This design comes from an exercise in tuning for a short achievable clock period and few clock cycles per item on the open sky130 flow, not from production work. Function was checked by simulation only, so behaviour that the tests miss may differ from the original. In every run shown here, the design's own scripts or RTL, not TritonCTS, make the clock network. The clock input has no modelled driver; a real chip could not lean on it and would need a root buffer or a full tree. Power figures rest on the tool's default switching activity, not on a simulated workload.

## flow/design.v (module list and top-level ports; edited modules follow where they fit)
// module ook_encoder: 915 lines
// module ook_decoder: 7459 lines
// module fht8v_ook_codec: 34 lines
module fht8v_ook_codec (
  input  wire        clk,
  input  wire        rst,
  input  wire        enc_in_valid,
  output wire        enc_in_ready,
  input  wire [47:0] enc_in_msg,
  output wire        enc_out_valid,
  input  wire        enc_out_ready,
  output wire [7:0]  enc_out_byte,
  output wire        enc_out_last,
  input  wire        dec_in_valid,
  output wire        dec_in_ready,
  input  wire [7:0]  dec_in_byte,
  input  wire        dec_in_last,
  input  wire        dec_in_strict,
  output wire        dec_out_valid,
  input  wire        dec_out_ready,
  output wire [47:0] dec_out_msg,
  output wire [1:0]  dec_out_err
);
  // ...
==> flow/flow/run.sh <==
#!/bin/bash
set -euo pipefail
export PRE_CTS_TCL="$PWD/flow/mytree.tcl"
export MT_GROUP=24
export MT_ROOTS=4
bash standard.sh > standard_flow.log 2>&1
==> flow/flow/mytree.tcl <==
rename clock_tree_synthesis __triton_cts
proc mt_split {items ngroups} {
  # split items ({iterm x y}) into ngroups groups of about equal size by
  # cutting at the median of the longer side, recursively
  if {$ngroups <= 1} { return [list $items] }
  set xs [lmap i $items {lindex $i 1}]
  set ys [lmap i $items {lindex $i 2}]
  set dx [expr {[tcl::mathfunc::max {*}$xs] - [tcl::mathfunc::min {*}$xs]}]
  set dy [expr {[tcl::mathfunc::max {*}$ys] - [tcl::mathfunc::min {*}$ys]}]
  set idx [expr {$dx >= $dy ? 1 : 2}]
  set sorted [lsort -integer -index $idx $items]
  set n [llength $sorted]
  set left [expr {$ngroups / 2}]
  set cut [expr {int(round(double($n) * $left / $ngroups))}]
  return [concat [mt_split [lrange $sorted 0 [expr {$cut - 1}]] $left] \
                 [mt_split [lrange $sorted $cut end] [expr {$ngroups - $left}]]]
}
proc mt_center {items} {
  set sx 0; set sy 0
  foreach s $items { set sx [expr {$sx + [lindex $s 1]}]; set sy [expr {$sy + [lindex $s 2]}] }
  set n [llength $items]
  return [list [expr {int($sx / $n)}] [expr {int($sy / $n)}]]
}
proc mt_buf {block master name innet outnet x y} {
  set inst [odb::dbInst_create $block $master $name]
  [$inst findITerm A] connect $innet
  [$inst findITerm X] connect $outnet
  $inst setLocation $x $y
  $inst setPlacementStatus PLACED
  return $inst
}
proc clock_tree_synthesis {args} {
  set gmax $::env(MT_GROUP)
  set nroots $::env(MT_ROOTS)
  set block [ord::get_db_block]
  set db [ord::get_db]
  set master [$db findMaster sky130_fd_sc_hd__clkbuf_16]
  set clk [$block findNet clk]
  set items {}
  foreach it [$clk getITerms] {
    set bb [[$it getInst] getBBox]
    lappend items [list $it [expr {([$bb xMin] + [$bb xMax]) / 2}] [expr {([$bb yMin] + [$bb yMax]) / 2}]]
  }
  set n [llength $items]
  set nleaves [expr {int(ceil(double($n) / $gmax))}]
  # leaves per root, rounded up to a whole number per root
  set per [expr {int(ceil(double($nleaves) / $nroots))}]
  set nleaves [expr {$per * $nroots}]
  set regions [mt_split $items $nroots]
  puts "mytree: $n sinks, $nroots roots, $per leaves per root"
  set li 0
  set ri 0
  foreach reg $regions {
    set rnet [odb::dbNet_create $block clknet_root_$ri]
    $rnet setSigType CLOCK
    set groups [mt_split $reg $per]
    set leafpos {}
    foreach g $groups {
      set net [odb::dbNet_create $block clknet_leaf_$li]
      $net setSigType CLOCK
      foreach s $g {
        set it [lindex $s 0]
        $it disconnect
        $it connect $net
      }
      lassign [mt_center $g] gx gy
      mt_buf $block $master cts_leaf_$li $rnet $net $gx $gy
      lappend leafpos [list {} $gx $gy]
      puts "mytree: root $ri leaf $li: [llength $g] sinks at [expr {$gx / 1000.0}] [expr {$gy / 1000.0}]"
      incr li
    }
    lassign [mt_center $leafpos] rx ry
    mt_buf $block $master cts_root_$ri $clk $rnet $rx $ry
    incr ri
  }
  $clk setSigType CLOCK
  set_propagated_clock [all_clocks]
}
==> flow/standard.sh <==
#!/bin/bash
# synth_recipe.tcl (not shown) runs the flow's synth.tcl, then flattens the netlist and writes it again
# the make line also repeats each setting of config.mk as NAME=value (left out here)
make -C /OpenROAD-flow-scripts/flow DESIGN_CONFIG=/design/flow/config.mk WORK_HOME=/design/flow/orfs CLKGATE_MAP_FILE= SYNTH_SCRIPT=/design/flow/synth_recipe.tcl "${@:-finish}"
==> flow/config.mk <==
export PLATFORM = sky130hd
export DESIGN_NAME = fht8v_ook_codec
export DESIGN_NICKNAME = fht8v_ook_codec
export VERILOG_FILES = /design/flow/design.v
export SDC_FILE = /design/flow/constraint.sdc
export NUM_CORES = 4
export LEC_CHECK = 0
export ABC_CLOCK_PERIOD_IN_PS = 1500
export CAP_MARGIN = 20
export CORE_MARGIN = 2
export CORE_UTILIZATION = 55
export CTS_BUF_LIST = sky130_fd_sc_hd__clkbuf_16 sky130_fd_sc_hd__clkbuf_8
export CTS_CLUSTER_DIAMETER = 60
export CTS_CLUSTER_SIZE = 24
export SETUP_SLACK_MARGIN = 3.3
export SLEW_MARGIN = 20
==> flow/constraint.sdc <==
create_clock -name core_clock -period 5.0 [get_ports {clk}]
set_input_delay 1.0000 -clock core_clock [delete_from_list [all_inputs] [get_ports {clk}]]
set_output_delay 1.0000 -clock core_clock [all_outputs]
set_load 0.01 [all_outputs]
==> impl_metrics.yaml, run 1 <==
hold_path:
  hold_depth: 0
  hold_path_class: "flop to flop"
pwr:
  clkPwrFrac_pct: 27.6
  p_sw_uw: 1640
  switching_share_pct: 22.7
die:
  die_w_um: 196
  start_util_pct: 55.8
  taps: 468
  dieArea_um2: 38600
detailed_routing:
  via_per_inst: 5.89
  post_drt_wl_per_cell_um: 21.0
  wl_um: 53100
critical_path:
  regToRegSetupSlack_ns: 3.07
  path_max_fanout: 6
  criticalPathCategory: "flop to flop"
  crit_path_max_incr_delay_ns: 0.53
  critPathLaunchType: "flop"
global_route:
  busiest_layer: "met2"
  grt_usage_pct: 24.4
  grt_pass1_wl_um: 75900
yosys:
  synth_cell_type_count: 78
  synth_top_family_by_area: "simple AND/OR/NAND/NOR gates"
  synth_seq_cells: 469
  yosysMostFrequentCell: "edfxtp_1"
timing:
  slew_headroom_pct: 55.3
  min_period_ns: 1.93
final_layout:
  nNetsFinal: 2143
  multiInputGateArea_um2: 9330
  layout_commonest_cell: "edfxtp_1"
  area_delta_synth_final_pct: 34.3
run_status:
  status: "timing/DRC/antenna clean"
placement:
  pre_cts_ws_ns: 1.72
  place_congestion: 0.862
  portBuffers: 126
  dpl.hpwl_um: 25200
cts:
  clk_latency_ns: 0.35
Testbench counts, summed over its fixed seeds: cycles 33,878, items 768.
==> module ook_encoder, before the edit <==
module ook_encoder (
  input  wire        clk,
  input  wire        rst,
  input  wire        in_valid,
  output wire        in_ready,
  input  wire [47:0] in_msg,       
  output reg         out_valid,
  input  wire        out_ready,
  output reg  [7:0]  out_byte,
  output reg         out_last
);
  localparam NB = 56;              
  reg        in_rdy;               
  reg        nfull;                
  reg [47:0] nmsg;
  assign in_ready = in_rdy;
  reg          act;                
  reg  [8:0]   prem;               
  reg          eng;                
  reg  [NB-1:0] bits;              
  reg  [5:0]   nrem;               
  reg          v1, v2, v3;         
  reg  [2:0]   r;                  
  reg          rge2, rge4;         
  reg          t;                  
  reg        sv;
  reg  [7:0] sb;
  reg        sl;
  reg        oempty;               
  wire space = !sv;
  wire start = space && !act && nfull;
  wire run   = space && act;
  wire inpre = act && !eng;
  function [NB-1:0] frame_bits(input [47:0] m);
    integer i;
    begin
      frame_bits = {NB{1'b0}};
      for (i = 0; i < 6; i = i + 1)
        frame_bits[NB-1-9*i -: 9] = {m[47-8*i -: 8], ^m[47-8*i -: 8]};
    end
  endfunction
function [7:0] enc_tab_byte(input [8:0] x);
  case (x)
    9'h000: enc_tab_byte = 8'h00;
    9'h001: enc_tab_byte = 8'h00;
    9'h002: enc_tab_byte = 8'h00;
    9'h003: enc_tab_byte = 8'h00;
    9'h004: enc_tab_byte = 8'hc0;
    9'h005: enc_tab_byte = 8'hc0;
    9'h006: enc_tab_byte = 8'hcc;
    9'h007: enc_tab_byte = 8'hcc;
    9'h008: enc_tab_byte = 8'h00;
    9'h009: enc_tab_byte = 8'h00;
    9'h00a: enc_tab_byte = 8'h00;
    9'h00b: enc_tab_byte = 8'h00;
    9'h00c: enc_tab_byte = 8'hc0;
    9'h00d: enc_tab_byte = 8'hc0;
    9'h00e: enc_tab_byte = 8'hce;
    9'h00f: enc_tab_byte = 8'hce;
    9'h010: enc_tab_byte = 8'h00;
    9'h011: enc_tab_byte = 8'h00;
    9'h012: enc_tab_byte = 8'h00;
    9'h013: enc_tab_byte = 8'h00;
    9'h014: enc_tab_byte = 8'he0;
    9'h015: enc_tab_byte = 8'he0;
    9'h016: enc_tab_byte = 8'he3;
    9'h017: enc_tab_byte = 8'he3;
    9'h018: enc_tab_byte = 8'h00;
    9'h019: enc_tab_byte = 8'h00;
    9'h01a: enc_tab_byte = 8'h00;
    9'h01b: enc_tab_byte = 8'h00;
    9'h01c: enc_tab_byte = 8'he0;
    9'h01d: enc_tab_byte = 8'he0;
    9'h01e: enc_tab_byte = 8'he3;
    9'h01f: enc_tab_byte = 8'he3;
    9'h020: enc_tab_byte = 8'h00;
    9'h021: enc_tab_byte = 8'h00;
    9'h022: enc_tab_byte = 8'h00;
    9'h023: enc_tab_byte = 8'h00;
    9'h024: enc_tab_byte = 8'hc0;
    9'h025: enc_tab_byte = 8'hc0;
    9'h026: enc_tab_byte = 8'hcc;
    9'h027: enc_tab_byte = 8'hcc;
    9'h028: enc_tab_byte = 8'h00;
    9'h029: enc_tab_byte = 8'h00;
    9'h02a: enc_tab_byte = 8'h00;
    9'h02b: enc_tab_byte = 8'h00;
    9'h02c: enc_tab_byte = 8'hc0;
    9'h02d: enc_tab_byte = 8'hc0;
    9'h02e: enc_tab_byte = 8'hce;
    9'h02f: enc_tab_byte = 8'hce;
    9'h030: enc_tab_byte = 8'h00;
    9'h031: enc_tab_byte = 8'h00;
    9'h032: enc_tab_byte = 8'h00;
    9'h033: enc_tab_byte = 8'h00;
    9'h034: enc_tab_byte = 8'he0;
    9'h035: enc_tab_byte = 8'he0;
    9'h036: enc_tab_byte = 8'he3;
    9'h037: enc_tab_byte = 8'he3;
    9'h038: enc_tab_byte = 8'h00;
    9'h039: enc_tab_byte = 8'h00;
    9'h03a: enc_tab_byte = 8'h00;
    9'h03b: enc_tab_byte = 8'h00;
    9'h03c: enc_tab_byte = 8'he0;
    9'h03d: enc_tab_byte = 8'he0;
    9'h03e: enc_tab_byte = 8'he3;
    9'h03f: enc_tab_byte = 8'he3;
    9'h040: enc_tab_byte = 8'h00;
    9'h041: enc_tab_byte = 8'h00;
    9'h042: enc_tab_byte = 8'h00;
    9'h043: enc_tab_byte = 8'h00;
    9'h044: enc_tab_byte = 8'h60;
    9'h045: enc_tab_byte = 8'h60;
    9'h046: enc_tab_byte = 8'h66;
    9'h047: enc_tab_byte = 8'h66;
    9'h048: enc_tab_byte = 8'h00;
    9'h049: enc_tab_byte = 8'h00;
    9'h04a: enc_tab_byte = 8'h00;
    9'h04b: enc_tab_byte = 8'h00;
    9'h04c: enc_tab_byte = 8'h60;
    9'h04d: enc_tab_byte = 8'h60;
    9'h04e: enc_tab_byte = 8'h67;
    9'h04f: enc_tab_byte = 8'h67;
    9'h050: enc_tab_byte = 8'h00;
    9'h051: enc_tab_byte = 8'h00;
    9'h052: enc_tab_byte = 8'h00;
    9'h053: enc_tab_byte = 8'h00;
    9'h054: enc_tab_byte = 8'h70;
    9'h055: enc_tab_byte = 8'h70;
    9'h056: enc_tab_byte = 8'h71;
    9'h057: enc_tab_byte = 8'h71;
    9'h058: enc_tab_byte = 8'h00;
    9'h059: enc_tab_byte = 8'h00;
    9'h05a: enc_tab_byte = 8'h00;
    9'h05b: enc_tab_byte = 8'h00;
    9'h05c: enc_tab_byte = 8'h70;
    9'h05d: enc_tab_byte = 8'h70;
    9'h05e: enc_tab_byte = 8'h71;
    9'h05f: enc_tab_byte = 8'h71;
    9'h060: enc_tab_byte = 8'h00;
    9'h061: enc_tab_byte = 8'h00;
    9'h062: enc_tab_byte = 8'h00;
    9'h063: enc_tab_byte = 8'h00;
    9'h064: enc_tab_byte = 8'h60;
    9'h065: enc_tab_byte = 8'h60;
    9'h066: enc_tab_byte = 8'h66;
    9'h067: enc_tab_byte = 8'h66;
    9'h068: enc_tab_byte = 8'h00;
    9'h069: enc_tab_byte = 8'h00;
    9'h06a: enc_tab_byte = 8'h00;
    9'h06b: enc_tab_byte = 8'h00;
    9'h06c: enc_tab_byte = 8'h60;
    9'h06d: enc_tab_byte = 8'h60;
    9'h06e: enc_tab_byte = 8'h67;
    9'h06f: enc_tab_byte = 8'h67;
    9'h070: enc_tab_byte = 8'h00;
    9'h071: enc_tab_byte = 8'h00;
    9'h072: enc_tab_byte = 8'h00;
    9'h073: enc_tab_byte = 8'h00;
    9'h074: enc_tab_byte = 8'h70;
    9'h075: enc_tab_byte = 8'h70;
    9'h076: enc_tab_byte = 8'h71;
    9'h077: enc_tab_byte = 8'h71;
    9'h078: enc_tab_byte = 8'h00;
    9'h079: enc_tab_byte = 8'h00;
    9'h07a: enc_tab_byte = 8'h00;
    9'h07b: enc_tab_byte = 8'h00;
    9'h07c: enc_tab_byte = 8'h70;
    9'h07d: enc_tab_byte = 8'h70;
    9'h07e: enc_tab_byte = 8'h71;
    9'h07f: enc_tab_byte = 8'h71;
    9'h080: enc_tab_byte = 8'h00;
    9'h081: enc_tab_byte = 8'h00;
    9'h082: enc_tab_byte = 8'h00;
    9'h083: enc_tab_byte = 8'h00;
    9'h084: enc_tab_byte = 8'h30;
    9'h085: enc_tab_byte = 8'h30;
    9'h086: enc_tab_byte = 8'h33;
    9'h087: enc_tab_byte = 8'h33;
    9'h088: enc_tab_byte = 8'h00;
    9'h089: enc_tab_byte = 8'h00;
    9'h08a: enc_tab_byte = 8'h00;
    9'h08b: enc_tab_byte = 8'h00;
    9'h08c: enc_tab_byte = 8'h30;
    9'h08d: enc_tab_byte = 8'h30;
    9'h08e: enc_tab_byte = 8'h33;
    9'h08f: enc_tab_byte = 8'h33;
    9'h090: enc_tab_byte = 8'h00;
    9'h091: enc_tab_byte = 8'h00;
    9'h092: enc_tab_byte = 8'h00;
    9'h093: enc_tab_byte = 8'h00;
    9'h094: enc_tab_byte = 8'h38;
    9'h095: enc_tab_byte = 8'h38;
    9'h096: enc_tab_byte = 8'h38;
    9'h097: enc_tab_byte = 8'h38;
    9'h098: enc_tab_byte = 8'h00;
    9'h099: enc_tab_byte = 8'h00;
    9'h09a: enc_tab_byte = 8'h00;
    9'h09b: enc_tab_byte = 8'h00;
    9'h09c: enc_tab_byte = 8'h38;
    9'h09d: enc_tab_byte = 8'h38;
    9'h09e: enc_tab_byte = 8'h38;
    9'h09f: enc_tab_byte = 8'h38;
    9'h0a0: enc_tab_byte = 8'h00;
    9'h0a1: enc_tab_byte = 8'h00;
    9'h0a2: enc_tab_byte = 8'h00;
    9'h0a3: enc_tab_byte = 8'h00;
    9'h0a4: enc_tab_byte = 8'h30;
    9'h0a5: enc_tab_byte = 8'h30;
    9'h0a6: enc_tab_byte = 8'h33;
    9'h0a7: enc_tab_byte = 8'h33;
    9'h0a8: enc_tab_byte = 8'h00;
    9'h0a9: enc_tab_byte = 8'h00;
    9'h0aa: enc_tab_byte = 8'h00;
    9'h0ab: enc_tab_byte = 8'h00;
    9'h0ac: enc_tab_byte = 8'h30;
    9'h0ad: enc_tab_byte = 8'h30;
    9'h0ae: enc_tab_byte = 8'h33;
    9'h0af: enc_tab_byte = 8'h33;
    9'h0b0: enc_tab_byte = 8'h00;
    9'h0b1: enc_tab_byte = 8'h00;
    9'h0b2: enc_tab_byte = 8'h00;
    9'h0b3: enc_tab_byte = 8'h00;
    9'h0b4: enc_tab_byte = 8'h38;
    9'h0b5: enc_tab_byte = 8'h38;
    9'h0b6: enc_tab_byte = 8'h38;
    9'h0b7: enc_tab_byte = 8'h38;
    9'h0b8: enc_tab_byte = 8'h00;
    9'h0b9: enc_tab_byte = 8'h00;
    9'h0ba: enc_tab_byte = 8'h00;
    9'h0bb: enc_tab_byte = 8'h00;
    9'h0bc: enc_tab_byte = 8'h38;
    9'h0bd: enc_tab_byte = 8'h38;
    9'h0be: enc_tab_byte = 8'h38;
    9'h0bf: enc_tab_byte = 8'h38;
    9'h0c0: enc_tab_byte = 8'h80;
    9'h0c1: enc_tab_byte = 8'h80;
    9'h0c2: enc_tab_byte = 8'h80;
    9'h0c3: enc_tab_byte = 8'h80;
    9'h0c4: enc_tab_byte = 8'h98;
    9'h0c5: enc_tab_byte = 8'h98;
    9'h0c6: enc_tab_byte = 8'h99;
    9'h0c7: enc_tab_byte = 8'h99;
    9'h0c8: enc_tab_byte = 8'h80;
    9'h0c9: enc_tab_byte = 8'h80;
    9'h0ca: enc_tab_byte = 8'h80;
    9'h0cb: enc_tab_byte = 8'h80;
    9'h0cc: enc_tab_byte = 8'h98;
    9'h0cd: enc_tab_byte = 8'h98;
    9'h0ce: enc_tab_byte = 8'h99;
    9'h0cf: enc_tab_byte = 8'h99;
    9'h0d0: enc_tab_byte = 8'h80;
    9'h0d1: enc_tab_byte = 8'h80;
    9'h0d2: enc_tab_byte = 8'h80;
    9'h0d3: enc_tab_byte = 8'h80;
    9'h0d4: enc_tab_byte = 8'h9c;
    9'h0d5: enc_tab_byte = 8'h9c;
    9'h0d6: enc_tab_byte = 8'h9c;
    9'h0d7: enc_tab_byte = 8'h9c;
    9'h0d8: enc_tab_byte = 8'h80;
    9'h0d9: enc_tab_byte = 8'h80;
    9'h0da: enc_tab_byte = 8'h80;
    9'h0db: enc_tab_byte = 8'h80;
    9'h0dc: enc_tab_byte = 8'h9c;
    9'h0dd: enc_tab_byte = 8'h9c;
    9'h0de: enc_tab_byte = 8'h9c;
    9'h0df: enc_tab_byte = 8'h9c;
    9'h0e0: enc_tab_byte = 8'h00;
    9'h0e1: enc_tab_byte = 8'h00;
    9'h0e2: enc_tab_byte = 8'h00;
    9'h0e3: enc_tab_byte = 8'h00;
    9'h0e4: enc_tab_byte = 8'h18;
    9'h0e5: enc_tab_byte = 8'h18;
    9'h0e6: enc_tab_byte = 8'h19;
    9'h0e7: enc_tab_byte = 8'h19;
    9'h0e8: enc_tab_byte = 8'h00;
    9'h0e9: enc_tab_byte = 8'h00;
    9'h0ea: enc_tab_byte = 8'h00;
    9'h0eb: enc_tab_byte = 8'h00;
    9'h0ec: enc_tab_byte = 8'h18;
    9'h0ed: enc_tab_byte = 8'h18;
    9'h0ee: enc_tab_byte = 8'h19;
    9'h0ef: enc_tab_byte = 8'h19;
    9'h0f0: enc_tab_byte = 8'h00;
    9'h0f1: enc_tab_byte = 8'h00;
    9'h0f2: enc_tab_byte = 8'h00;
    9'h0f3: enc_tab_byte = 8'h00;
    9'h0f4: enc_tab_byte = 8'h1c;
    9'h0f5: enc_tab_byte = 8'h1c;
    9'h0f6: enc_tab_byte = 8'h1c;
    9'h0f7: enc_tab_byte = 8'h1c;
    9'h0f8: enc_tab_byte = 8'h00;
    9'h0f9: enc_tab_byte = 8'h00;
    9'h0fa: enc_tab_byte = 8'h00;
    9'h0fb: enc_tab_byte = 8'h00;
    9'h0fc: enc_tab_byte = 8'h1c;
    9'h0fd: enc_tab_byte = 8'h1c;
    9'h0fe: enc_tab_byte = 8'h1c;
    9'h0ff: enc_tab_byte = 8'h1c;
    9'h100: enc_tab_byte = 8'hc0;
    9'h101: enc_tab_byte = 8'hc0;
    9'h102: enc_tab_byte = 8'hc0;
    9'h103: enc_tab_byte = 8'hc0;
    9'h104: enc_tab_byte = 8'hcc;
    9'h105: enc_tab_byte = 8'hcc;
    9'h106: enc_tab_byte = 8'hcc;
    9'h107: enc_tab_byte = 8'hcc;
    9'h108: enc_tab_byte = 8'hc0;
    9'h109: enc_tab_byte = 8'hc0;
    9'h10a: enc_tab_byte = 8'hc0;
    9'h10b: enc_tab_byte = 8'hc0;
    9'h10c: enc_tab_byte = 8'hcc;
    9'h10d: enc_tab_byte = 8'hcc;
    9'h10e: enc_tab_byte = 8'hcc;
    9'h10f: enc_tab_byte = 8'hcc;
    9'h110: enc_tab_byte = 8'hc0;
    9'h111: enc_tab_byte = 8'hc0;
    9'h112: enc_tab_byte = 8'hc0;
    9'h113: enc_tab_byte = 8'hc0;
    9'h114: enc_tab_byte = 8'hce;
    9'h115: enc_tab_byte = 8'hce;
    9'h116: enc_tab_byte = 8'hce;
    9'h117: enc_tab_byte = 8'hce;
    9'h118: enc_tab_byte = 8'hc0;
    9'h119: enc_tab_byte = 8'hc0;
    9'h11a: enc_tab_byte = 8'hc0;
    9'h11b: enc_tab_byte = 8'hc0;
    9'h11c: enc_tab_byte = 8'hce;
    9'h11d: enc_tab_byte = 8'hce;
    9'h11e: enc_tab_byte = 8'hce;
    9'h11f: enc_tab_byte = 8'hce;
    9'h120: enc_tab_byte = 8'h80;
    9'h121: enc_tab_byte = 8'h80;
    9'h122: enc_tab_byte = 8'h80;
    9'h123: enc_tab_byte = 8'h80;
    9'h124: enc_tab_byte = 8'h8c;
    9'h125: enc_tab_byte = 8'h8c;
    9'h126: enc_tab_byte = 8'h8c;
    9'h127: enc_tab_byte = 8'h8c;
    9'h128: enc_tab_byte = 8'h80;
    9'h129: enc_tab_byte = 8'h80;
    9'h12a: enc_tab_byte = 8'h80;
    9'h12b: enc_tab_byte = 8'h80;
    9'h12c: enc_tab_byte = 8'h8c;
    9'h12d: enc_tab_byte = 8'h8c;
    9'h12e: enc_tab_byte = 8'h8c;
    9'h12f: enc_tab_byte = 8'h8c;
    9'h130: enc_tab_byte = 8'h80;
    9'h131: enc_tab_byte = 8'h80;
    9'h132: enc_tab_byte = 8'h80;
    9'h133: enc_tab_byte = 8'h80;
    9'h134: enc_tab_byte = 8'h8e;
    9'h135: enc_tab_byte = 8'h8e;
    9'h136: enc_tab_byte = 8'h8e;
    9'h137: enc_tab_byte = 8'h8e;
    9'h138: enc_tab_byte = 8'h80;
    9'h139: enc_tab_byte = 8'h80;
    9'h13a: enc_tab_byte = 8'h80;
    9'h13b: enc_tab_byte = 8'h80;
    9'h13c: enc_tab_byte = 8'h8e;
    9'h13d: enc_tab_byte = 8'h8e;
    9'h13e: enc_tab_byte = 8'h8e;
    9'h13f: enc_tab_byte = 8'h8e;
    9'h160: enc_tab_byte = 8'hc0;
    9'h161: enc_tab_byte = 8'hc0;
    9'h162: enc_tab_byte = 8'hc0;
    9'h163: enc_tab_byte = 8'hc0;
    9'h164: enc_tab_byte = 8'hc6;
    9'h165: enc_tab_byte = 8'hc6;
    9'h166: enc_tab_byte = 8'hc6;
    9'h167: enc_tab_byte = 8'hc6;
    9'h168: enc_tab_byte = 8'hc0;
    9'h169: enc_tab_byte = 8'hc0;
    9'h16a: enc_tab_byte = 8'hc0;
    9'h16b: enc_tab_byte = 8'hc0;
    9'h16c: enc_tab_byte = 8'hc6;
    9'h16d: enc_tab_byte = 8'hc6;
    9'h16e: enc_tab_byte = 8'hc6;
    9'h16f: enc_tab_byte = 8'hc6;
    9'h170: enc_tab_byte = 8'hc0;
    9'h171: enc_tab_byte = 8'hc0;
    9'h172: enc_tab_byte = 8'hc0;
    9'h173: enc_tab_byte = 8'hc0;
    9'h174: enc_tab_byte = 8'hc7;
    9'h175: enc_tab_byte = 8'hc7;
    9'h176: enc_tab_byte = 8'hc7;
    9'h177: enc_tab_byte = 8'hc7;
    9'h178: enc_tab_byte = 8'hc0;
    9'h179: enc_tab_byte = 8'hc0;
    9'h17a: enc_tab_byte = 8'hc0;
    9'h17b: enc_tab_byte = 8'hc0;
    9'h17c: enc_tab_byte = 8'hc7;
    9'h17d: enc_tab_byte = 8'hc7;
    9'h17e: enc_tab_byte = 8'hc7;
    9'h17f: enc_tab_byte = 8'hc7;
    9'h1a0: enc_tab_byte = 8'he0;
    9'h1a1: enc_tab_byte = 8'he0;
    9'h1a2: enc_tab_byte = 8'he0;
    9'h1a3: enc_tab_byte = 8'he0;
    9'h1a4: enc_tab_byte = 8'he3;
    9'h1a5: enc_tab_byte = 8'he3;
    9'h1a6: enc_tab_byte = 8'he3;
    9'h1a7: enc_tab_byte = 8'he3;
    9'h1a8: enc_tab_byte = 8'he0;
    9'h1a9: enc_tab_byte = 8'he0;
    9'h1aa: enc_tab_byte = 8'he0;
    9'h1ab: enc_tab_byte = 8'he0;
    9'h1ac: enc_tab_byte = 8'he3;
    9'h1ad: enc_tab_byte = 8'he3;
    9'h1ae: enc_tab_byte = 8'he3;
    9'h1af: enc_tab_byte = 8'he3;
    9'h1b0: enc_tab_byte = 8'he0;
    9'h1b1: enc_tab_byte = 8'he0;
    9'h1b2: enc_tab_byte = 8'he0;
    9'h1b3: enc_tab_byte = 8'he0;
    9'h1b4: enc_tab_byte = 8'he3;
    9'h1b5: enc_tab_byte = 8'he3;
    9'h1b6: enc_tab_byte = 8'he3;
    9'h1b7: enc_tab_byte = 8'he3;
    9'h1b8: enc_tab_byte = 8'he0;
    9'h1b9: enc_tab_byte = 8'he0;
    9'h1ba: enc_tab_byte = 8'he0;
    9'h1bb: enc_tab_byte = 8'he0;
    9'h1bc: enc_tab_byte = 8'he3;
    9'h1bd: enc_tab_byte = 8'he3;
    9'h1be: enc_tab_byte = 8'he3;
    9'h1bf: enc_tab_byte = 8'he3;
    default: enc_tab_byte = 8'h00;
  endcase
endfunction
function [6:0] enc_tab_st(input [8:0] x);
  case (x)
    9'h000: enc_tab_st = 7'h01;
    9'h001: enc_tab_st = 7'h01;
    9'h002: enc_tab_st = 7'h01;
    9'h003: enc_tab_st = 7'h01;
    9'h004: enc_tab_st = 7'h01;
    9'h005: enc_tab_st = 7'h01;
    9'h006: enc_tab_st = 7'h01;
    9'h007: enc_tab_st = 7'h00;
    9'h008: enc_tab_st = 7'h01;
    9'h009: enc_tab_st = 7'h01;
    9'h00a: enc_tab_st = 7'h01;
    9'h00b: enc_tab_st = 7'h01;
    9'h00c: enc_tab_st = 7'h01;
    9'h00d: enc_tab_st = 7'h01;
    9'h00e: enc_tab_st = 7'h2c;
    9'h00f: enc_tab_st = 7'h2c;
    9'h010: enc_tab_st = 7'h01;
    9'h011: enc_tab_st = 7'h01;
    9'h012: enc_tab_st = 7'h01;
    9'h013: enc_tab_st = 7'h01;
    9'h014: enc_tab_st = 7'h09;
    9'h015: enc_tab_st = 7'h09;
    9'h016: enc_tab_st = 7'h24;
    9'h017: enc_tab_st = 7'h24;
    9'h018: enc_tab_st = 7'h01;
    9'h019: enc_tab_st = 7'h01;
    9'h01a: enc_tab_st = 7'h01;
    9'h01b: enc_tab_st = 7'h01;
    9'h01c: enc_tab_st = 7'h09;
    9'h01d: enc_tab_st = 7'h09;
    9'h01e: enc_tab_st = 7'h4e;
    9'h01f: enc_tab_st = 7'h4e;
    9'h020: enc_tab_st = 7'h09;
    9'h021: enc_tab_st = 7'h09;
    9'h022: enc_tab_st = 7'h09;
    9'h023: enc_tab_st = 7'h09;
    9'h024: enc_tab_st = 7'h01;
    9'h025: enc_tab_st = 7'h01;
    9'h026: enc_tab_st = 7'h01;
    9'h027: enc_tab_st = 7'h00;
    9'h028: enc_tab_st = 7'h09;
    9'h029: enc_tab_st = 7'h09;
    9'h02a: enc_tab_st = 7'h09;
    9'h02b: enc_tab_st = 7'h09;
    9'h02c: enc_tab_st = 7'h01;
    9'h02d: enc_tab_st = 7'h01;
    9'h02e: enc_tab_st = 7'h2c;
    9'h02f: enc_tab_st = 7'h2c;
    9'h030: enc_tab_st = 7'h09;
    9'h031: enc_tab_st = 7'h09;
    9'h032: enc_tab_st = 7'h09;
    9'h033: enc_tab_st = 7'h09;
    9'h034: enc_tab_st = 7'h09;
    9'h035: enc_tab_st = 7'h09;
    9'h036: enc_tab_st = 7'h24;
    9'h037: enc_tab_st = 7'h24;
    9'h038: enc_tab_st = 7'h09;
    9'h039: enc_tab_st = 7'h09;
    9'h03a: enc_tab_st = 7'h09;
    9'h03b: enc_tab_st = 7'h09;
    9'h03c: enc_tab_st = 7'h09;
    9'h03d: enc_tab_st = 7'h09;
    9'h03e: enc_tab_st = 7'h4e;
    9'h03f: enc_tab_st = 7'h4e;
    9'h040: enc_tab_st = 7'h01;
    9'h041: enc_tab_st = 7'h01;
    9'h042: enc_tab_st = 7'h01;
    9'h043: enc_tab_st = 7'h01;
    9'h044: enc_tab_st = 7'h01;
    9'h045: enc_tab_st = 7'h01;
    9'h046: enc_tab_st = 7'h10;
    9'h047: enc_tab_st = 7'h10;
    9'h048: enc_tab_st = 7'h01;
    9'h049: enc_tab_st = 7'h01;
    9'h04a: enc_tab_st = 7'h01;
    9'h04b: enc_tab_st = 7'h01;
    9'h04c: enc_tab_st = 7'h01;
    9'h04d: enc_tab_st = 7'h01;
    9'h04e: enc_tab_st = 7'h3c;
    9'h04f: enc_tab_st = 7'h3c;
    9'h050: enc_tab_st = 7'h01;
    9'h051: enc_tab_st = 7'h01;
    9'h052: enc_tab_st = 7'h01;
    9'h053: enc_tab_st = 7'h01;
    9'h054: enc_tab_st = 7'h09;
    9'h055: enc_tab_st = 7'h09;
    9'h056: enc_tab_st = 7'h34;
    9'h057: enc_tab_st = 7'h34;
    9'h058: enc_tab_st = 7'h01;
    9'h059: enc_tab_st = 7'h01;
    9'h05a: enc_tab_st = 7'h01;
    9'h05b: enc_tab_st = 7'h01;
    9'h05c: enc_tab_st = 7'h09;
    9'h05d: enc_tab_st = 7'h09;
    9'h05e: enc_tab_st = 7'h5e;
    9'h05f: enc_tab_st = 7'h5e;
    9'h060: enc_tab_st = 7'h09;
    9'h061: enc_tab_st = 7'h09;
    9'h062: enc_tab_st = 7'h09;
    9'h063: enc_tab_st = 7'h09;
    9'h064: enc_tab_st = 7'h01;
    9'h065: enc_tab_st = 7'h01;
    9'h066: enc_tab_st = 7'h10;
    9'h067: enc_tab_st = 7'h10;
    9'h068: enc_tab_st = 7'h09;
    9'h069: enc_tab_st = 7'h09;
    9'h06a: enc_tab_st = 7'h09;
    9'h06b: enc_tab_st = 7'h09;
    9'h06c: enc_tab_st = 7'h01;
    9'h06d: enc_tab_st = 7'h01;
    9'h06e: enc_tab_st = 7'h3c;
    9'h06f: enc_tab_st = 7'h3c;
    9'h070: enc_tab_st = 7'h09;
    9'h071: enc_tab_st = 7'h09;
    9'h072: enc_tab_st = 7'h09;
    9'h073: enc_tab_st = 7'h09;
    9'h074: enc_tab_st = 7'h09;
    9'h075: enc_tab_st = 7'h09;
    9'h076: enc_tab_st = 7'h34;
    9'h077: enc_tab_st = 7'h34;
    9'h078: enc_tab_st = 7'h09;
    9'h079: enc_tab_st = 7'h09;
    9'h07a: enc_tab_st = 7'h09;
    9'h07b: enc_tab_st = 7'h09;
    9'h07c: enc_tab_st = 7'h09;
    9'h07d: enc_tab_st = 7'h09;
    9'h07e: enc_tab_st = 7'h5e;
    9'h07f: enc_tab_st = 7'h5e;
    9'h080: enc_tab_st = 7'h01;
    9'h081: enc_tab_st = 7'h01;
    9'h082: enc_tab_st = 7'h01;
    9'h083: enc_tab_st = 7'h01;
    9'h084: enc_tab_st = 7'h01;
    9'h085: enc_tab_st = 7'h01;
    9'h086: enc_tab_st = 7'h24;
    9'h087: enc_tab_st = 7'h24;
    9'h088: enc_tab_st = 7'h01;
    9'h089: enc_tab_st = 7'h01;
    9'h08a: enc_tab_st = 7'h01;
    9'h08b: enc_tab_st = 7'h01;
    9'h08c: enc_tab_st = 7'h01;
    9'h08d: enc_tab_st = 7'h01;
    9'h08e: enc_tab_st = 7'h4e;
    9'h08f: enc_tab_st = 7'h4e;
    9'h090: enc_tab_st = 7'h01;
    9'h091: enc_tab_st = 7'h01;
    9'h092: enc_tab_st = 7'h01;
    9'h093: enc_tab_st = 7'h01;
    9'h094: enc_tab_st = 7'h09;
    9'h095: enc_tab_st = 7'h09;
    9'h096: enc_tab_st = 7'h08;
    9'h097: enc_tab_st = 7'h08;
    9'h098: enc_tab_st = 7'h01;
    9'h099: enc_tab_st = 7'h01;
    9'h09a: enc_tab_st = 7'h01;
    9'h09b: enc_tab_st = 7'h01;
    9'h09c: enc_tab_st = 7'h09;
    9'h09d: enc_tab_st = 7'h09;
    9'h09e: enc_tab_st = 7'h08;
    9'h09f: enc_tab_st = 7'h08;
    9'h0a0: enc_tab_st = 7'h09;
    9'h0a1: enc_tab_st = 7'h09;
    9'h0a2: enc_tab_st = 7'h09;
    9'h0a3: enc_tab_st = 7'h09;
    9'h0a4: enc_tab_st = 7'h01;
    9'h0a5: enc_tab_st = 7'h01;
    9'h0a6: enc_tab_st = 7'h24;
    9'h0a7: enc_tab_st = 7'h24;
    9'h0a8: enc_tab_st = 7'h09;
    9'h0a9: enc_tab_st = 7'h09;
    9'h0aa: enc_tab_st = 7'h09;
    9'h0ab: enc_tab_st = 7'h09;
    9'h0ac: enc_tab_st = 7'h01;
    9'h0ad: enc_tab_st = 7'h01;
    9'h0ae: enc_tab_st = 7'h4e;
    9'h0af: enc_tab_st = 7'h4e;
    9'h0b0: enc_tab_st = 7'h09;
    9'h0b1: enc_tab_st = 7'h09;
    9'h0b2: enc_tab_st = 7'h09;
    9'h0b3: enc_tab_st = 7'h09;
    9'h0b4: enc_tab_st = 7'h09;
    9'h0b5: enc_tab_st = 7'h09;
    9'h0b6: enc_tab_st = 7'h08;
    9'h0b7: enc_tab_st = 7'h08;
    9'h0b8: enc_tab_st = 7'h09;
    9'h0b9: enc_tab_st = 7'h09;
    9'h0ba: enc_tab_st = 7'h09;
    9'h0bb: enc_tab_st = 7'h09;
    9'h0bc: enc_tab_st = 7'h09;
    9'h0bd: enc_tab_st = 7'h09;
    9'h0be: enc_tab_st = 7'h08;
    9'h0bf: enc_tab_st = 7'h08;
    9'h0c0: enc_tab_st = 7'h01;
    9'h0c1: enc_tab_st = 7'h01;
    9'h0c2: enc_tab_st = 7'h01;
    9'h0c3: enc_tab_st = 7'h01;
    9'h0c4: enc_tab_st = 7'h01;
    9'h0c5: enc_tab_st = 7'h01;
    9'h0c6: enc_tab_st = 7'h34;
    9'h0c7: enc_tab_st = 7'h34;
    9'h0c8: enc_tab_st = 7'h01;
    9'h0c9: enc_tab_st = 7'h01;
    9'h0ca: enc_tab_st = 7'h01;
    9'h0cb: enc_tab_st = 7'h01;
    9'h0cc: enc_tab_st = 7'h01;
    9'h0cd: enc_tab_st = 7'h01;
    9'h0ce: enc_tab_st = 7'h5e;
    9'h0cf: enc_tab_st = 7'h5e;
    9'h0d0: enc_tab_st = 7'h01;
    9'h0d1: enc_tab_st = 7'h01;
    9'h0d2: enc_tab_st = 7'h01;
    9'h0d3: enc_tab_st = 7'h01;
    9'h0d4: enc_tab_st = 7'h18;
    9'h0d5: enc_tab_st = 7'h18;
    9'h0d6: enc_tab_st = 7'h18;
    9'h0d7: enc_tab_st = 7'h18;
    9'h0d8: enc_tab_st = 7'h01;
    9'h0d9: enc_tab_st = 7'h01;
    9'h0da: enc_tab_st = 7'h01;
    9'h0db: enc_tab_st = 7'h01;
    9'h0dc: enc_tab_st = 7'h18;
    9'h0dd: enc_tab_st = 7'h18;
    9'h0de: enc_tab_st = 7'h18;
    9'h0df: enc_tab_st = 7'h18;
    9'h0e0: enc_tab_st = 7'h09;
    9'h0e1: enc_tab_st = 7'h09;
    9'h0e2: enc_tab_st = 7'h09;
    9'h0e3: enc_tab_st = 7'h09;
    9'h0e4: enc_tab_st = 7'h01;
    9'h0e5: enc_tab_st = 7'h01;
    9'h0e6: enc_tab_st = 7'h34;
    9'h0e7: enc_tab_st = 7'h34;
    9'h0e8: enc_tab_st = 7'h09;
    9'h0e9: enc_tab_st = 7'h09;
    9'h0ea: enc_tab_st = 7'h09;
    9'h0eb: enc_tab_st = 7'h09;
    9'h0ec: enc_tab_st = 7'h01;
    9'h0ed: enc_tab_st = 7'h01;
    9'h0ee: enc_tab_st = 7'h5e;
    9'h0ef: enc_tab_st = 7'h5e;
    9'h0f0: enc_tab_st = 7'h09;
    9'h0f1: enc_tab_st = 7'h09;
    9'h0f2: enc_tab_st = 7'h09;
    9'h0f3: enc_tab_st = 7'h09;
    9'h0f4: enc_tab_st = 7'h18;
    9'h0f5: enc_tab_st = 7'h18;
    9'h0f6: enc_tab_st = 7'h18;
    9'h0f7: enc_tab_st = 7'h18;
    9'h0f8: enc_tab_st = 7'h09;
    9'h0f9: enc_tab_st = 7'h09;
    9'h0fa: enc_tab_st = 7'h09;
    9'h0fb: enc_tab_st = 7'h09;
    9'h0fc: enc_tab_st = 7'h18;
    9'h0fd: enc_tab_st = 7'h18;
    9'h0fe: enc_tab_st = 7'h18;
    9'h0ff: enc_tab_st = 7'h18;
    9'h100: enc_tab_st = 7'h01;
    9'h101: enc_tab_st = 7'h01;
    9'h102: enc_tab_st = 7'h01;
    9'h103: enc_tab_st = 7'h01;
    9'h104: enc_tab_st = 7'h01;
    9'h105: enc_tab_st = 7'h01;
    9'h106: enc_tab_st = 7'h00;
    9'h107: enc_tab_st = 7'h00;
    9'h108: enc_tab_st = 7'h01;
    9'h109: enc_tab_st = 7'h01;
    9'h10a: enc_tab_st = 7'h01;
    9'h10b: enc_tab_st = 7'h01;
    9'h10c: enc_tab_st = 7'h01;
    9'h10d: enc_tab_st = 7'h01;
    9'h10e: enc_tab_st = 7'h00;
    9'h10f: enc_tab_st = 7'h00;
    9'h110: enc_tab_st = 7'h01;
    9'h111: enc_tab_st = 7'h01;
    9'h112: enc_tab_st = 7'h01;
    9'h113: enc_tab_st = 7'h01;
    9'h114: enc_tab_st = 7'h2c;
    9'h115: enc_tab_st = 7'h2c;
    9'h116: enc_tab_st = 7'h2c;
    9'h117: enc_tab_st = 7'h2c;
    9'h118: enc_tab_st = 7'h01;
    9'h119: enc_tab_st = 7'h01;
    9'h11a: enc_tab_st = 7'h01;
    9'h11b: enc_tab_st = 7'h01;
    9'h11c: enc_tab_st = 7'h2c;
    9'h11d: enc_tab_st = 7'h2c;
    9'h11e: enc_tab_st = 7'h2c;
    9'h11f: enc_tab_st = 7'h2c;
    9'h120: enc_tab_st = 7'h09;
    9'h121: enc_tab_st = 7'h09;
    9'h122: enc_tab_st = 7'h09;
    9'h123: enc_tab_st = 7'h09;
    9'h124: enc_tab_st = 7'h01;
    9'h125: enc_tab_st = 7'h01;
    9'h126: enc_tab_st = 7'h00;
    9'h127: enc_tab_st = 7'h00;
    9'h128: enc_tab_st = 7'h09;
    9'h129: enc_tab_st = 7'h09;
    9'h12a: enc_tab_st = 7'h09;
    9'h12b: enc_tab_st = 7'h09;
    9'h12c: enc_tab_st = 7'h01;
    9'h12d: enc_tab_st = 7'h01;
    9'h12e: enc_tab_st = 7'h00;
    9'h12f: enc_tab_st = 7'h00;
    9'h130: enc_tab_st = 7'h09;
    9'h131: enc_tab_st = 7'h09;
    9'h132: enc_tab_st = 7'h09;
    9'h133: enc_tab_st = 7'h09;
    9'h134: enc_tab_st = 7'h2c;
    9'h135: enc_tab_st = 7'h2c;
    9'h136: enc_tab_st = 7'h2c;
    9'h137: enc_tab_st = 7'h2c;
    9'h138: enc_tab_st = 7'h09;
    9'h139: enc_tab_st = 7'h09;
    9'h13a: enc_tab_st = 7'h09;
    9'h13b: enc_tab_st = 7'h09;
    9'h13c: enc_tab_st = 7'h2c;
    9'h13d: enc_tab_st = 7'h2c;
    9'h13e: enc_tab_st = 7'h2c;
    9'h13f: enc_tab_st = 7'h2c;
    9'h160: enc_tab_st = 7'h09;
    9'h161: enc_tab_st = 7'h09;
    9'h162: enc_tab_st = 7'h09;
    9'h163: enc_tab_st = 7'h09;
    9'h164: enc_tab_st = 7'h10;
    9'h165: enc_tab_st = 7'h10;
    9'h166: enc_tab_st = 7'h10;
    9'h167: enc_tab_st = 7'h10;
    9'h168: enc_tab_st = 7'h09;
    9'h169: enc_tab_st = 7'h09;
    9'h16a: enc_tab_st = 7'h09;
    9'h16b: enc_tab_st = 7'h09;
    9'h16c: enc_tab_st = 7'h10;
    9'h16d: enc_tab_st = 7'h10;
    9'h16e: enc_tab_st = 7'h10;
    9'h16f: enc_tab_st = 7'h10;
    9'h170: enc_tab_st = 7'h09;
    9'h171: enc_tab_st = 7'h09;
    9'h172: enc_tab_st = 7'h09;
    9'h173: enc_tab_st = 7'h09;
    9'h174: enc_tab_st = 7'h3c;
    9'h175: enc_tab_st = 7'h3c;
    9'h176: enc_tab_st = 7'h3c;
    9'h177: enc_tab_st = 7'h3c;
    9'h178: enc_tab_st = 7'h09;
    9'h179: enc_tab_st = 7'h09;
    9'h17a: enc_tab_st = 7'h09;
    9'h17b: enc_tab_st = 7'h09;
    9'h17c: enc_tab_st = 7'h3c;
    9'h17d: enc_tab_st = 7'h3c;
    9'h17e: enc_tab_st = 7'h3c;
    9'h17f: enc_tab_st = 7'h3c;
    9'h1a0: enc_tab_st = 7'h09;
    9'h1a1: enc_tab_st = 7'h09;
    9'h1a2: enc_tab_st = 7'h09;
    9'h1a3: enc_tab_st = 7'h09;
    9'h1a4: enc_tab_st = 7'h24;
    9'h1a5: enc_tab_st = 7'h24;
    9'h1a6: enc_tab_st = 7'h24;
    9'h1a7: enc_tab_st = 7'h24;
    9'h1a8: enc_tab_st = 7'h09;
    9'h1a9: enc_tab_st = 7'h09;
    9'h1aa: enc_tab_st = 7'h09;
    9'h1ab: enc_tab_st = 7'h09;
    9'h1ac: enc_tab_st = 7'h24;
    9'h1ad: enc_tab_st = 7'h24;
    9'h1ae: enc_tab_st = 7'h24;
    9'h1af: enc_tab_st = 7'h24;
    9'h1b0: enc_tab_st = 7'h09;
    9'h1b1: enc_tab_st = 7'h09;
    9'h1b2: enc_tab_st = 7'h09;
    9'h1b3: enc_tab_st = 7'h09;
    9'h1b4: enc_tab_st = 7'h4e;
    9'h1b5: enc_tab_st = 7'h4e;
    9'h1b6: enc_tab_st = 7'h4e;
    9'h1b7: enc_tab_st = 7'h4e;
    9'h1b8: enc_tab_st = 7'h09;
    9'h1b9: enc_tab_st = 7'h09;
    9'h1ba: enc_tab_st = 7'h09;
    9'h1bb: enc_tab_st = 7'h09;
    9'h1bc: enc_tab_st = 7'h4e;
    9'h1bd: enc_tab_st = 7'h4e;
    9'h1be: enc_tab_st = 7'h4e;
    9'h1bf: enc_tab_st = 7'h4e;
    default: enc_tab_st = 7'h00;
  endcase
endfunction
  wire       b1 = bits[NB-1], b2 = bits[NB-2];
  wire [14:0] et = {enc_tab_byte({r, t, b1, b2, v1, v2, v3}), enc_tab_st({r, t, b1, b2, v1, v2, v3})};
  wire [7:0] ebyte = et[14:7];
  wire [2:0] r_n   = et[6:4];
  wire       t_n   = et[3];
  wire       elast = et[0];
  wire       one   = b1 ? rge2 : rge4;
  wire       push  = start || run;
  wire [7:0] pbyte = start ? 8'hAA : inpre ? (prem[6] ? 8'hAA : 8'hCC) : ebyte;
  wire       plast = !start && !inpre && elast;
  always @(posedge clk) begin
    if (!nfull)
      nmsg <= in_msg;
    if (rst) begin
      in_rdy <= 1'b1;
      nfull  <= 1'b0;
      act    <= 1'b0;
      eng    <= 1'b0;
    end else begin
      if (start) begin
        in_rdy <= 1'b1;
        nfull  <= 1'b0;
      end else if (in_valid && !nfull) begin
        in_rdy <= 1'b0;
        nfull  <= 1'b1;
      end
      if (start) begin
        act  <= 1'b1;
        prem <= 9'h1ff;
        bits <= frame_bits(nmsg);
        nrem <= NB;
        v1   <= 1'b1;
        v2   <= 1'b1;
        v3   <= 1'b1;
        r    <= 3'd6;
        rge2 <= 1'b1;
        rge4 <= 1'b1;
        t    <= 1'b1;
      end else if (run) begin
        if (inpre) begin
          prem <= {1'b0, prem[8:1]};
          if (!prem[1])
            eng <= 1'b1;
        end else begin
          r    <= r_n;
          t    <= t_n;
          rge2 <= et[2];
          rge4 <= et[1];
          if (one) begin
            bits <= {bits[NB-2:0], 1'b0};
            nrem <= nrem - 6'd1;
            v1   <= (nrem >= 6'd2);
            v2   <= (nrem >= 6'd3);
            v3   <= (nrem >= 6'd4);
          end else begin
            bits <= {bits[NB-3:0], 2'b0};
            nrem <= nrem - 6'd2;
            v1   <= (nrem >= 6'd3);
            v2   <= (nrem >= 6'd4);
            v3   <= (nrem >= 6'd5);
          end
          if (elast) begin
            act <= 1'b0;
            eng <= 1'b0;
          end
        end
      end
    end
  end
  always @(posedge clk) begin
    if (rst) begin
      out_valid <= 1'b0;
      oempty    <= 1'b1;
      out_byte  <= 8'd0;
      out_last  <= 1'b0;
      sv        <= 1'b0;
    end else if (oempty || out_ready) begin
      if (sv) begin
        out_valid <= 1'b1;
        oempty    <= 1'b0;
        out_byte  <= sb;
        out_last  <= sl;
        sv        <= 1'b0;
      end else begin
        out_valid <= push;
        oempty    <= !push;
        out_byte  <= pbyte;
        out_last  <= plast;
      end
    end else if (push) begin
      sv <= 1'b1;
      sb <= pbyte;
      sl <= plast;
    end
  end
endmodule
==> run 2, diff against run 1 <==
--- a/flow/design.v
+++ b/flow/design.v
@@ -18,16 +18,19 @@
   reg  [8:0]   prem;               
   reg          eng;                
   reg  [NB-1:0] bits;              
   reg  [5:0]   nrem;               
   reg          v1, v2, v3;         
   reg  [2:0]   r;                  
   reg          rge2, rge4;         
   reg          t;                  
+  reg        qv;
+  reg  [7:0] qb;
+  reg        ql;
   reg        sv;
   reg  [7:0] sb;
   reg        sl;
   reg        oempty;               
   wire space = !sv;
   wire start = space && !act && nfull;
   wire run   = space && act;
   wire inpre = act && !eng;
@@ -825,96 +828,119 @@
   wire       elast = et[0];
   wire       one   = b1 ? rge2 : rge4;
   wire       push  = start || run;
   wire [7:0] pbyte = start ? 8'hAA : inpre ? (prem[6] ? 8'hAA : 8'hCC) : ebyte;
   wire       plast = !start && !inpre && elast;
   always @(posedge clk) begin
     if (!nfull)
       nmsg <= in_msg;
+    if (start) begin
+      prem <= 9'h1ff;
+      bits <= frame_bits(nmsg);
+      nrem <= NB;
+    end else if (run) begin
+      if (inpre)
+        prem <= {1'b0, prem[8:1]};
+      else if (one) begin
+        bits <= {bits[NB-2:0], 1'b0};
+        nrem <= nrem - 6'd1;
+      end else begin
+        bits <= {bits[NB-3:0], 2'b0};
+        nrem <= nrem - 6'd2;
+      end
+    end
     if (rst) begin
       in_rdy <= 1'b1;
       nfull  <= 1'b0;
       act    <= 1'b0;
       eng    <= 1'b0;
+      r      <= 3'd0;
+      t      <= 1'b0;
+      rge2   <= 1'b0;
+      rge4   <= 1'b0;
+      v1     <= 1'b0;
+      v2     <= 1'b0;
+      v3     <= 1'b0;
     end else begin
       if (start) begin
         in_rdy <= 1'b1;
         nfull  <= 1'b0;
       end else if (in_valid && !nfull) begin
         in_rdy <= 1'b0;
         nfull  <= 1'b1;
       end
       if (start) begin
         act  <= 1'b1;
-        prem <= 9'h1ff;
-        bits <= frame_bits(nmsg);
-        nrem <= NB;
         v1   <= 1'b1;
         v2   <= 1'b1;
         v3   <= 1'b1;
         r    <= 3'd6;
         rge2 <= 1'b1;
         rge4 <= 1'b1;
         t    <= 1'b1;
       end else if (run) begin
         if (inpre) begin
-          prem <= {1'b0, prem[8:1]};
           if (!prem[1])
             eng <= 1'b1;
         end else begin
           r    <= r_n;
           t    <= t_n;
           rge2 <= et[2];
           rge4 <= et[1];
           if (one) begin
-            bits <= {bits[NB-2:0], 1'b0};
-            nrem <= nrem - 6'd1;
             v1   <= (nrem >= 6'd2);
             v2   <= (nrem >= 6'd3);
             v3   <= (nrem >= 6'd4);
           end else begin
-            bits <= {bits[NB-3:0], 2'b0};
-            nrem <= nrem - 6'd2;
             v1   <= (nrem >= 6'd3);
             v2   <= (nrem >= 6'd4);
             v3   <= (nrem >= 6'd5);
           end
           if (elast) begin
             act <= 1'b0;
             eng <= 1'b0;
           end
         end
       end
     end
   end
   always @(posedge clk) begin
+    if (!sv) begin
+      qb <= pbyte;
+      ql <= plast;
+    end
     if (rst) begin
+      qv        <= 1'b0;
       out_valid <= 1'b0;
       oempty    <= 1'b1;
       out_byte  <= 8'd0;
       out_last  <= 1'b0;
       sv        <= 1'b0;
-    end else if (oempty || out_ready) begin
-      if (sv) begin
-        out_valid <= 1'b1;
-        oempty    <= 1'b0;
-        out_byte  <= sb;
-        out_last  <= sl;
-        sv        <= 1'b0;
-      end else begin
-        out_valid <= push;
-        oempty    <= !push;
-        out_byte  <= pbyte;
-        out_last  <= plast;
+    end else begin
+      if (!sv)
+        qv <= push;
+      if (oempty || out_ready) begin
+        if (sv) begin
+          out_valid <= 1'b1;
+          oempty    <= 1'b0;
+          out_byte  <= sb;
+          out_last  <= sl;
+          sv        <= 1'b0;
+        end else begin
+          out_valid <= qv;
+          oempty    <= !qv;
+          out_byte  <= qb;
+          out_last  <= ql;
+        end
+      end else if (!sv) begin
+        sv <= qv;
+        sb <= qb;
+        sl <= ql;
       end
-    end else if (push) begin
-      sv <= 1'b1;
-      sb <= pbyte;
-      sl <= plast;
     end
   end
 endmodule
 module ook_decoder (
   input  wire        clk,
   input  wire        rst,
   input  wire        in_valid,
   output wire        in_ready,
@@ -8336,44 +8362,41 @@
           done <= 1'b0;
         else if (s5ev)
           done <= 1'b1;
       end
     end
     if (d4v)
       msg <= s5msg;
   end
+  wire qfree = !qcnt[1];
+  wire qpop  = (rempty || res_ready) && (qcnt != 2'd0);
   always @(posedge clk) begin
-    if (r6v) begin
+    if (qfree) begin
       qmsg[wp] <= r6m;
       qerr[wp] <= r6e;
     end
     if (rst) begin
       rv <= 1'b0; rempty <= 1'b1; qcnt <= 2'd0; wp <= 1'b0; rp <= 1'b0;
       rmsg <= 48'd0; rerr <= E_OK;
-    end else if (rempty || res_ready) begin
-      if (qcnt != 2'd0) begin
-        rv   <= 1'b1;
-        rempty <= 1'b0;
-        rmsg <= qmsg[rp];
-        rerr <= qerr[rp];
-        rp   <= !rp;
-        if (r6v)
-          wp <= !wp;
-        else
-          qcnt <= qcnt - 2'd1;
-      end else begin
-        rv   <= r6v;
-        rempty <= !r6v;
-        rmsg <= r6m;
-        rerr <= r6e;
+    end else begin
+      if (rempty || res_ready) begin
+        rv     <= qcnt != 2'd0;
+        rempty <= qcnt == 2'd0;
+        rmsg   <= qmsg[rp];
+        rerr   <= qerr[rp];
       end
-    end else if (r6v) begin
-      wp   <= !wp;
-      qcnt <= qcnt + 2'd1;
+      if (qpop)
+        rp <= !rp;
+      if (r6v)
+        wp <= !wp;
+      if (r6v && !qpop)
+        qcnt <= qcnt + 2'd1;
+      else if (!r6v && qpop)
+        qcnt <= qcnt - 2'd1;
     end
   end
 endmodule
 module fht8v_ook_codec (
   input  wire        clk,
   input  wire        rst,
   input  wire        enc_in_valid,
   output wire        enc_in_ready,
==> run 2 against run 1 <==
Net effect: wire length is 13% lower; fmax is 2.1% higher; synthesized cell count is 2.3% lower; critical endpoint is now u_dec.qcnt[1]$_SDFFE_PP0P_; highest routed layer unchanged; still clean; first-iteration DRC count is 15% lower; synthesized area is 1.9% lower; critical path depth is 1 lower; clock skew is 0.0045 ns lower.
==> impl_metrics.yaml, run 2 <==
final_layout:
  fin_util_pct: 71.1
  mostFrequentLayoutCells: "edfxtp_1 (268), nor2_1 (184), nand2_1 (137), dfxtp_1 (126), mux2i_1 (113)"
  nFillCells: 2513
  nNetsFinal: 2003
  area_delta_synth_final_pct: 26.8
  largest-register: "u_dec.qmsg"
  drive_above_1_share_pct: 31.6
  layout_commonest_cell: "edfxtp_1"
  top_regs: "u_dec.qmsg x96, u_enc.bits x54"
  num_antenna_cells: 0
  fin_area_um2: 25300
  largest_register_ffs: 96
global_route:
  antenna_found_initial: 0
  overflow: 0
  grt_pass1_vias: 13389
  grt_usage_pct: 22.4
  grt_max_degree: 51
  grt_pass1_wl_um: 70300
timing:
  setup_tns_ns: 0
  timing.final.crit_share_pct: 37.9
  rsz0062_at_grt: "yes"
  finalHoldViolCount: 0
  worst_slew_pin_slew_ns: 0.729
  timing.hold.ws_ns: 0.333
  slew_headroom_pct: 51.1
  setup_viol: 0
  min_period_ns: 1.90
  drv_slew: 0
  max_freq_ghz: 0.528
  clock-skew-final_ns: 0.0241
yosys:
  ys_top_cells_by_area: "edfxtp_1 (40%), dfxtp_1 (21%), mux2i_1 (5.7%)"
  synthFlopType: "edfxtp_1"
  syn_avg_cell_area_um2: 11.5
  synth_commonest_cells: "edfxtp_1 (268), nor2_1 (232), dfxtp_1 (211)"
  syn_nets: 1818
  yosysWarningCount: 2
  synth_seq_area_share_pct: 61.4
  synth_cell_type_count: 82
  synthArstFlopShare_pct: 0
  synth_top_cell_area_share_pct: 40.3
  yosysTopAreaCell: "edfxtp_1"
  yosysMostFrequentCell: "edfxtp_1"
  synthCells: 1741
  syn_area_um2: 20000
  synth-edff-count: 268
  synth_seq_cells: 479
die:
  die_h_um: 195
  core_um2: 35700
  die_w_um: 195
  start_util_pct: 56.0
  dieArea_um2: 37900
  num_rows: 69
  pin_count: 127
placement:
  dpl.hpwl_um: 23800
  portBuffers: 126
  place_congestion: 0.860
  placed_cell_area_um2: 21800
pwr:
  leakage_uw: 0.00881
  p_sw_uw: 2390
  p_int_uw: 6480
  seqPwrFrac_pct: 54.3
  switching_share_pct: 26.9
  pwr_density_cell_nw_per_um2: 350
  ir_worst_vdd_mv: 0.253
  clkPwrFrac_pct: 22.4
  pwr-share-comb_pct: 23.3
detailed_routing:
  ant_nets: 0
  initialDrtViolationCount: 1046
  wl_um: 46000
  via_per_inst: 5.91
  post_drt_wl_per_cell_um: 19.3
  drt_first_pass_iters: 5
  route.detailed.drc: 0
  vias: 14097
run_status:
  status: "timing/DRC/antenna clean"
critical_path:
  required_ns: 5.26
  crit_path_max_incr_delay_ns: 0.33
  cp.arrival_ns: 2.15
  slowest_stage: "or3_1"
  path_max_fanout: 3
  critPathTopFamily: "simple AND/OR/NAND/NOR gates"
  critPathLaunchType: "input pin"
  cp-end-kind: "flop"
  crit_chain: "buf_8, or2_4, o21ai_4, ha_4, or3_1, a21oi_1"
  criticalPathCategory: "input pin to flop"
  crit_buf_inv: 1
cts:
  hold_buffers: 0
  clkTransAtPathRegs_ns: 0.09
  clk_latency_ns: 0.34
job:
  max_cap_violations: 0
hold_path:
  hold_path_class: "flop to flop"
-- run 2: cell count changes after synthesis, sizes merged, moves of 25 or more --
cell	change
o21ai	-31
nor3	-90
mux2	-39
o22ai	-25
a31oi	+42
inv	-38
nor2	+82
a211oi	+44
nand2	+65
a21oi	-51
-- run 2: per-stage QoR --
| step | total power [uW] | setup WS, ns | instances |
|---|---|---|---|
| after CTS | 8610 | 3.08 | 2342 |
| after floorplan | 5800 | 2.38 | 1741 |
| after detailed placement | 6220 | 2.09 | 2223 |
| after global placement | 6190 | 2.13 | 2223 |
| final | 8870 | 3.10 | 2385 |
| after global routing | 9220 | 3.08 | 2385 |
-- run 2: power by group through the flow --
stage / combinational (uW) / clock (uW) / sequential [uW]
after floorplan: 994 / 0 / 4810
after global placement: 1350 / 0 / 4840
after detailed placement: 1380 / 0 / 4840
after CTS: 1790 / 2020 / 4790
after global routing: 2200 / 2160 / 4860
final: 2070 / 1980 / 4820
-- run 2: kinds of logic (layout without fill, tap and decap cells) --
| logic type | after synthesis | in the layout | share of synthesized area (%) |
|---|---|---|---|
| AOI/OAI and AO/OA | 327 | 328 | 11.0 |
| xor gates and xnor gates | 51 | 51 | 2.27 |
| adders and majority gates | 14 | 14 | 0.864 |
| buffers and inverters | 148 | 321 | 3.63 |
| DFF | 479 | 479 | 61.4 |
| muxes | 153 | 156 | 8.10 |
| and+or+nand+nor | 569 | 575 | 12.8 |
-- run 2: path summary, 6_finish.rpt --
check | start | to | slack (ns) | cells after the start
hold / removal | u_dec.d0s$_DFF_P_ | u_dec.d1s$_DFF_P_ | 0.33 | 0
setup reg to reg | u_enc.bits[55]$_DFFE_PP_ | u_enc.nrem[5]$_SDFFE_PP1P_ | 3.16 | 7
setup / recovery | dec_out_ready | u_dec.qcnt[1]$_SDFFE_PP0P_ | 3.10 | 6
hold reg to reg | u_dec.d0s$_DFF_P_ | u_dec.d1s$_DFF_P_ | 0.33 | 0
-- run 2: cell type report --
cell class / count / area (um2) / share of cell area, %
Tap cell: 461 / 577 / 2.28
Timing Repair Buffer: 269 / 3270 / 12.9
Inverter: 28 / 114 / 0.449
Buffer: 24 / 601 / 2.37
Sequential cell: 479 / 12400 / 49.0
Multi-Input combinational cell: 1124 / 8370 / 33.0
-- run 2: timing repair --
action	CTS	global route
endpoints found under the setup margin	411	293
gates cloned	25	11
pin swaps	88	79
setup buffers	70	32
resized for setup	547	173
-- run 2: layer usage --
metal | vias up | global-route usage (%) | share of wire [%]
met1 | 6909 | 31.5 | 44
met5 | - | 0 | 0
met2 | 439 | 37.8 | 49
met4 | 0 | 4.90 | 2.4
li1 | 6675 | - | -
met3 | 74 | 2.31 | 4.9
Testbench counts of run 2, summed over its fixed seeds: cycles 33,894, items 768.

==> separate check: timing with driven ports <==
How much do the figures lean on ideal ports? The routed layouts below were timed once more, with nothing changed but the port constraints. Step 1, drivers: a clkbuf_16 drives clk and a buf_2 each remaining input, both assumed. Step 2 times the ports against the registers' clock, not the clock port: input delays grow and output delays shrink by t, the midpoint of the rising clock arrivals with the driver on. Three values: ideal, step 1, step 2; two values: the first two.
run	t, ns	setup slack, ns	hold WS [ns]	worst register clock-pin slew, ns	cell pins on the clock port's net
run 1	0.449	3.065 / 3.042 / 2.724	0.319 / 0.320 / 0.320	0.10 / 0.10	4
run 2	0.440	3.104 / 3.066 / 2.730	0.333 / 0.333 / 0.333	0.11 / 0.11	4
After both steps every run listed still meets setup and hold. The setup slack of run 2, which loses most, moves by -0.038 ns with the drivers and by -0.374 ns with both steps.
